Context: an optimization exercise on an open-source flow, tuned for small area, a short achievable clock period and few clock cycles per item. The choices shown serve that exercise and are no tape-out recipe. In this exercise RTL edits were held to simulation tests only and were not proved equivalent to the original.

## mr_tester
module mr_tester (
    input  wire        clk,
    input  wire        rst,
    input  wire        start,
    input  wire [63:0] n_in,
    output reg         ready,
    output reg         done,
    output reg         prime,
    output reg         bad,
    output reg  [63:0] pw
);
Size in the first run: about 4900 cells after synthesis, about 460 flip-flops, ~140 I/O pins, roughly 47000 µm² of cells after synthesis.
export LEC_CHECK = 0
export CAP_MARGIN = 20
export CORE_MARGIN = 2
export CORE_UTILIZATION = 60
export SETUP_SLACK_MARGIN = 5
export SLEW_MARGIN = 20
export TNS_END_PERCENT = 5
create_clock -name core_clock -period 10.0 [get_ports {clk}]
run.sh (not shown) runs the stock make flow with config.mk's settings and CLKGATE_MAP_FILE= SYNTH_SCRIPT=/design/flow/synth_recipe.tcl, a recipe that flattens the netlist after the stock synthesis.
Testbench counts at the start, summed over its fixed seeds: cycles 147,300, tests 192.
Edit:
--- a/flow/design.v
+++ b/flow/design.v
@@ -901,22 +901,23 @@
         if (st_run) begin
             s  <= so;
             c  <= co;
             xl <= xlo;
             yl <= ylo;
         end else begin
             xl <= {W{1'b0}};
             yl <= {(W-1){1'b0}};
-            if (st_chk) begin
-                s <= {1'b0, r0, 1'b0};
-                c <= {2'b11, ~n};
-            end else if (dbl_now) begin
+            if (dbl_now) begin
                 s <= {dres, 1'b0};
-            end else if (!((st_chk2 || st_abs || st_dbl) && !go)) begin
+                c <= {2'b11, ~n};
+            end else if ((st_chk2 || st_abs || st_dbl) && !go) begin
+                s <= {b, 1'b0};
+                c <= {2'b11, ~n};
+            end else begin
                 s <= 66'd0;
                 c <= 66'd0;
             end
         end
         e1r <= e1c;
         nb  <= nbit;
         emr <= emc;
         if (go) begin
The new run ran to the end with no violations. Utilization went down by 0.13 points. Routed wire length went down by 9.0%. Die area went down by 2.5%. Hold slack loses 0.051 ns. Fmax went down by 0.64%. Design area went down by 2.5%. Worst setup slack loses 0.035 ns. Area after synthesis went down by 2.6%.
Testbench counts after the change, summed over its fixed seeds: cycles 147,300, tests 192.

========
mr_tester, a different RTL version from the one above (not shown whole).
Size in the first run: roughly 5100 cells after synthesis, about 460 flip-flops, roughly 140 I/O pins.
==> flow/design.v (excerpt) <==
module mr_tester (
    input  wire        clk,
    input  wire        rst,
    input  wire        start,
    input  wire [63:0] n_in,
    output reg         ready,
    output reg         done,
    output reg         prime,
    output reg         bad,
    output reg  [63:0] pw
);
    localparam W  = 4;
    localparam W2 = 2 * W;
    localparam BX = W * 33 + 1;             
    localparam S_IDLE = 3'd0;
    localparam S_CHK  = 3'd1;
    localparam S_CHK2 = 3'd2;
    localparam S_ABS  = 3'd3;
    localparam S_DBL  = 3'd4;
    localparam S_RUN  = 3'd5;
    localparam S_FIN  = 3'd6;
    localparam OP_LAD = 2'd0;    
    localparam OP_CV0 = 2'd1;    
    localparam OP_SQ2 = 2'd2;    
    localparam OP_CV2 = 2'd3;    
    reg [2:0]   state;
    reg [1:0]   op;
    reg         dm;          
    reg         dmode;       
    reg         conv;        
    reg [5:0]   it;          
    reg [5:0]   len;         
    reg [4:0]   dix;         
    reg [5:0]   idx;         
    reg [6:0]   rem;         
    reg [5:0]   kk;          
    reg [5:0]   j2;          
    reg [6:0]   v;           
    reg [6:0]   dleft;       
    reg [2:0]   jcnt;        
    reg [6:0]   blen;        
    reg [5:0]   kz;          
    reg         chk;         
    reg         first;       
    reg         lastcv;      
    reg [63:0]   n;
    reg [64:0]   b;          
    reg [65:0]   s;
    reg [65:0]   c;
    reg [W-1:0]  xl;
    reg [W-1:1]  yl;
  ...
==> flow/config.mk <==
export PLATFORM = sky130hd
export DESIGN_NAME = mr_tester
export DESIGN_NICKNAME = mr_tester
export VERILOG_FILES = /design/flow/design.v
export SDC_FILE = /design/flow/constraint.sdc
export NUM_CORES = 4
export LEC_CHECK = 0
export CAP_MARGIN = 20
export CORE_MARGIN = 2
export CORE_UTILIZATION = 60
export SETUP_SLACK_MARGIN = 5
export SLEW_MARGIN = 20
export TNS_END_PERCENT = 5
==> flow/constraint.sdc <==
create_clock -name core_clock -period 10.0 [get_ports {clk}]
set_input_delay 2.0000 -clock core_clock [delete_from_list [all_inputs] [get_ports {clk}]]
set_output_delay 2.0000 -clock core_clock [all_outputs]
set_load 0.01 [all_outputs]
Testbench counts at the start, summed over its fixed seeds: cycles 147,300, tests 192.
Rerun with:
--- a/flow/design.v
+++ b/flow/design.v
@@ -1318,16 +1318,17 @@
     reg [64:0]   b;          
     reg [65:0]   s;
     reg [65:0]   c;
     reg [W-1:0]  xl;
     reg [W-1:1]  yl;
     reg          cyr;        
     reg [W-1:0]  dg;         
     reg [W-1:0]  dn;         
+    reg [W-1:0]  dn2;        
     reg [W-1:0]  qg;         
     reg [W2-1:0] db;         
     reg [W-1:0]  dbn;        
     reg [W-1:0]  np;         
     reg [7:0]    e1r;        
     reg [7:0]    emr;        
     wire st_idle = (state == S_IDLE);
     wire st_chk  = (state == S_CHK);
@@ -1382,29 +1383,31 @@
     endgenerate
     wire dbl_end = st_dbl && (dleft == 7'd0);
     wire go      = dbl_end || st_fin;
     wire ld_cpa  = st_fin && (op == OP_LAD || op == OP_SQ2);
     wire go_conv = (dbl_end && rem == 7'd0) ||
                    (st_fin && op == OP_LAD && rem == 7'd0) ||
                    (st_fin && op == OP_SQ2);
     wire go_dbl  = !go_conv && nb && (dbl_end || (st_fin && op == OP_LAD));
-    wire [W2-1:0] lo = s[W2-1:0] + c[W2-1:0] + {{(W2-1){1'b0}}, cyr};
-    wire [W2-1:0] bn = ld_cpa ? lo : b[W2-1:0];
+    wire [3*W-1:0] lo = s[3*W-1:0] + c[3*W-1:0] + {{(3*W-1){1'b0}}, cyr};
+    wire [3*W-1:0] bn3 = ld_cpa ? lo : b[3*W-1:0];
+    wire [W2-1:0] bn = bn3[W2-1:0];
+    wire [W-1:0]  d2 = go_conv ? {W{1'b0}} : go_dbl ? bn3[3*W-2:W2-1] : bn3[3*W-1:W2];
     wire [W-1:0]  d0, d1, dbn0, q0;
     wire [W2-1:0] db0;
     mont_start u_ms (
         .bn(bn), .conv(go_conv), .dbl(go_dbl), .np(np),
         .d0(d0), .d1(d1), .db0(db0), .dbn0(dbn0), .q0(q0)
     );
     wire [BX-1:0] bx = {{(BX-66){1'b0}}, b, 1'b0};
     wire [W:0]    win = bx[dix * W +: W + 1];
     wire [W-1:0]  dfetch = conv ? {W{1'b0}} : (dmode ? win[W-1:0] : win[W:1]);
     wire [W2-1:0] dbnext = dn * b[W2-1:0];
-    wire [W-1:0]  dbnn = dfetch * b[W-1:0];
+    wire [W-1:0]  dbnn = dn2 * b[W-1:0];
     wire [65:0]  so, co;
     wire [W-1:0] xlo, qn;
     wire [W-1:1] ylo;
     mont_mul u_mm (
         .s(s), .c(c), .xl(xl), .yl(yl), .b(b), .n(n),
         .d(dg), .q(qg), .db(db), .dbn(dbn), .np(np),
         .so(so), .co(co), .xlo(xlo), .ylo(ylo), .qn(qn)
     );
@@ -1444,39 +1447,41 @@
             end
         end
         e1r <= e1c;
         nb  <= nbit;
         emr <= emc;
         if (go) begin
             dg <= d0;
             dn <= d1;
+            dn2 <= d2;
             db  <= db0;
             dbn <= dbn0;
             qg  <= q0;
         end else begin
             dg <= dn;
-            dn <= dfetch;
+            dn <= dn2;
+            dn2 <= dfetch;
             db  <= dbnext;
             dbn <= dbnn;
             qg  <= qn;
         end
     end
     always @(posedge clk) begin
         if (rst) begin
             state <= S_IDLE;
             ready <= 1'b1;
             done  <= 1'b0;
             dm    <= 1'b0;
             chk   <= 1'b0;
         end else begin
             done <= 1'b0;
             if (go) begin
                 it    <= len - 6'd1;
-                dix   <= 5'd2;
+                dix   <= 5'd3;
                 conv  <= go_conv;
                 dmode <= go_dbl;
             end else begin
                 it  <= it - 6'd1;
                 dix <= dix + 5'd1;
             end
             case (state)
             S_IDLE: begin
What happened: The new run finished with timing, DRC and antenna clean. Area after synthesis is higher by 1.1%. Setup slack gains 240 ps. Utilization is about the same. Synthesized cell count barely changes. Cell area goes up by 0.52%. Flip-flop and latch count is higher by 4. Sequential share of layout area stays flat. Via count hardly moves. Worst hold slack is better by 22 ps.
Testbench counts after the change, summed over its fixed seeds: cycles 147,300, tests 192.

re-timing with driven ports:
Ports are ideal in the flow. The routed layouts listed here were re-timed in OpenROAD.
Step 1 sets driving cells, clkbuf_16 on the clock port and buf_2 on the other inputs (assumed; they add their load-dependent delay and slew).
Step 2 also shifts input and output timing later by t, the mid clock arrival at the registers, as if the neighbouring blocks saw the same clock.
Three values: no drivers, after step 1, after step 2; two values: the first two.
run	t (ns)	setup slack, ns	worst hold slack (ns)	worst setup path after step 2
the first run of note 1	0.722	4.605 / 4.605 / 4.605	0.516 / 0.516 / 0.516	register to register
the second run of note 1	0.708	4.570 / 4.570 / 4.570	0.465 / 0.465 / 0.465	register to register
the first run of note 2	0.716	4.572 / 4.572 / 4.572	0.445 / 0.445 / 0.445	register to register
the second run of note 2	0.716	4.812 / 4.812 / 4.812	0.467 / 0.467 / 0.467	register to register
After both steps every run listed still meets setup and hold.
